This is an optimization exercise on Yosys and OpenROAD, whose aim is small area, a short achievable clock period and few clock cycles per item, not a production implementation. Function was checked by simulation only, so behaviour that the tests miss may differ from the original. Power is estimated from default activity; no workload was simulated.

## dlink_rx
module dlink_rx #(
    parameter MAX_PAYLOAD = 4096,
    parameter DEF_W       = 8,
    parameter DEF_H       = 8,
    parameter DEF_FMT     = 0
) (
    input  wire        clk,
    input  wire        rst,
    input  wire        in_valid,
    input  wire [7:0]  in_data,
    output wire        in_ready,
    output reg         fb_we,
    output wire [15:0] fb_addr,
    output reg  [7:0]  fb_wdata,
    output reg  [7:0]  fb_wmask,
    output reg         err_valid,
    output reg  [2:0]  err_code,
    output reg         ntf_params,
    output reg         ntf_frame,
    output reg         ss_enabled,
    output reg  [15:0] ss_width,
    output reg  [15:0] ss_height,
    output reg  [2:0]  ss_fmt,
    output reg  [1:0]  ss_rot,
    output reg  [7:0]  ss_indev,
    output reg  [15:0] drop_count
);
Settings: LEC_CHECK=0, CAP_MARGIN=20, CORE_MARGIN=2, CORE_UTILIZATION=40, CTS_CLUSTER_DIAMETER=45, CTS_CLUSTER_SIZE=32, SLEW_MARGIN=20; clock period 12.0 ns.
standard.sh (not shown) runs the stock make flow with config.mk's settings and CLKGATE_MAP_FILE= SYNTH_SCRIPT=/design/flow/synth_recipe.tcl, a recipe that flattens the netlist after the stock synthesis.
==> flow/flow/run.sh <==
#!/bin/bash
# Layout: the standard ORFS flow, with the port buffers made of
# sky130_fd_sc_hd__buf_2 cells instead of the default choice.
# Each tool's output goes to its own log file in this folder (ORFS also keeps
# its per-step logs under orfs/logs/).
set -euo pipefail
bash standard.sh BUFFER_PORTS_ARGS="-buffer_cell sky130_fd_sc_hd__buf_2" finish > orfs_make.log 2>&1
Testbench counts at the start, summed over its fixed seeds: cycles 115,338, bytes 112,114.
Next try:
==> flow/run.sh (new file) <==
#!/bin/bash
# synth_recipe.tcl (not shown) runs the flow's synth.tcl, then flattens the netlist and writes it again
# the make line also repeats each setting of config.mk as NAME=value (left out here)
make -C /OpenROAD-flow-scripts/flow DESIGN_CONFIG=/design/flow/config.mk WORK_HOME=/design/flow/orfs CLKGATE_MAP_FILE= SYNTH_SCRIPT=/design/flow/synth_recipe.tcl finish
- CTS_CLUSTER_DIAMETER: 45 -> not set
- CTS_CLUSTER_SIZE: 32 -> not set
removed: flow/flow/run.sh
removed: flow/standard.sh
The changed run finished with timing, DRC and antenna clean.
Non-clock buffer count is lower by 1.
Core utilization came out higher by 0.19 points.
Via count decreases slightly.
Worst setup slack got worse by 0.36 ns.
Final cell count drops slightly.
Fmax is lower by a little under a tenth.
Register-to-register slack loses 0.07 ns.
Critical path depth stays the same.
Flip-flop and latch count does not change.
Routed wire length goes down slightly.
Next try:
==> flow/flow/run.sh (new file) <==
#!/bin/bash
# Layout: the standard ORFS flow, with the port buffers made of
# sky130_fd_sc_hd__buf_2 cells instead of the default choice.
# Each tool's output goes to its own log file in this folder (ORFS also keeps
# its per-step logs under orfs/logs/).
set -euo pipefail
bash standard.sh BUFFER_PORTS_ARGS="-buffer_cell sky130_fd_sc_hd__buf_2" finish > orfs_make.log 2>&1
==> flow/standard.sh (new file) <==
#!/bin/bash
# synth_recipe.tcl (not shown) runs the flow's synth.tcl, then flattens the netlist and writes it again
# the make line also repeats each setting of config.mk as NAME=value (left out here)
make -C /OpenROAD-flow-scripts/flow DESIGN_CONFIG=/design/flow/config.mk WORK_HOME=/design/flow/orfs CLKGATE_MAP_FILE= SYNTH_SCRIPT=/design/flow/synth_recipe.tcl "${@:-finish}"
- CTS_CLUSTER_DIAMETER: not set -> 75
- CTS_CLUSTER_SIZE: not set -> 30
removed: flow/run.sh
=> Worst setup slack gains 0.33 ns; core utilization shrinks by 2.0 points; routed wire length shrinks by 0.81%; clock power shrinks by about 24%.

---

Starting RTL as in the previous note.
==> flow/config.mk <==
export PLATFORM = sky130hd
export DESIGN_NAME = dlink_rx
export DESIGN_NICKNAME = dlink_rx
export VERILOG_FILES = /design/flow/design.v
export SDC_FILE = /design/flow/constraint.sdc
export NUM_CORES = 4
export LEC_CHECK = 0
export CAP_MARGIN = 20
export CORE_MARGIN = 2
export CORE_UTILIZATION = 40
export CTS_CLUSTER_DIAMETER = 85
export CTS_CLUSTER_SIZE = 36
export SLEW_MARGIN = 20
==> flow/constraint.sdc <==
create_clock -name core_clock -period 12.0 [get_ports {clk}]
set_input_delay 2.4000 -clock core_clock [delete_from_list [all_inputs] [get_ports {clk}]]
set_output_delay 2.4000 -clock core_clock [all_outputs]
set_load 0.01 [all_outputs]
==> flow/flow/run.sh <==
#!/bin/bash
# Layout: the standard ORFS flow, with the port buffers made of
# sky130_fd_sc_hd__buf_2 cells instead of the default choice.
# Each tool's output goes to its own log file in this folder (ORFS also keeps
# its per-step logs under orfs/logs/).
set -euo pipefail
bash standard.sh BUFFER_PORTS_ARGS="-buffer_cell sky130_fd_sc_hd__buf_2" finish > orfs_make.log 2>&1
Testbench counts at the start, summed over its fixed seeds: cycles 115,338, bytes 112,114.
Edit:
Settings changed: CTS_CLUSTER_DIAMETER 85 to not set, CTS_CLUSTER_SIZE 36 to not set.
- clock skew fell by 0.019 ns
- sequential power hardly moves
- non-clock buffer count does not change
- setup slack improved by 0.031 ns
- critical path depth stays the same
- first-iteration DRC count rose by a few percent
- synthesized cell count does not change
Edit:
Settings changed: CTS_CLUSTER_DIAMETER set to 60, CTS_CLUSTER_SIZE set to 25.
Power shrinks by 9.7%.
Via count shrinks by 0.79%.
Worst setup slack is better by 0.029 ns.
Sequential power is about the same.
Count of clock-buffer cells in the layout shrinks by 24.
Combinational power shrinks by about 1%.
Edit:
Settings changed: CTS_BUF_LIST set to sky130_fd_sc_hd__clkbuf_8, CTS_CLUSTER_DIAMETER 60 to not set, CTS_CLUSTER_SIZE 25 to not set.
Result: Die area stays the same. Combinational power rises by about 1%. Sequential power is about the same. Clock-buffer cell count rose by 42. Register-to-register slack loses 0.07 ns. Worst setup slack gets worse by 0.11 ns. Synthesized cell count is unchanged. Final cell count rose by 2.5%. Final area goes up by about 1.1%.

## re-timing with driven ports
No port has a modelled driver above. Below, the same layouts with a new extraction and two added sets of constraints.
Step 1 sets driving cells, clkbuf_16 on the clock port and buf_2 on the other inputs (assumed; they add their load-dependent delay and slew).
Step 2, shift: input delay + t, output delay - t, t = (earliest + latest rising clock arrival at the registers) / 2. This alone moves slack from input paths to output paths.
Slacks: no drivers / after step 1 / after step 2; pairs: no drivers / after step 1.
run	shift t [ns]	setup WS [ns]	worst setup path after step 2
the first run of note 1	0.674	8.277 / 8.214 / 7.942	input to register
the second run of note 1	0.643	7.920 / 7.859 / 7.419	input to register
the third run of note 1	0.673	8.254 / 8.188 / 7.920	input to register
the first run of note 2	0.666	8.256 / 8.191 / 7.855	input to register
the second run of note 2	0.657	8.287 / 8.222 / 7.869	input to register
the third run of note 2	0.636	8.316 / 8.249 / 7.886	input to register
the fourth run of note 2	0.716	8.205 / 8.149 / 7.884	input to register
After both steps setup and hold are still met in every run listed. The setup slack of the second run of note 1, which loses most, moves by -0.061 ns with the drivers and by -0.501 ns with both steps.
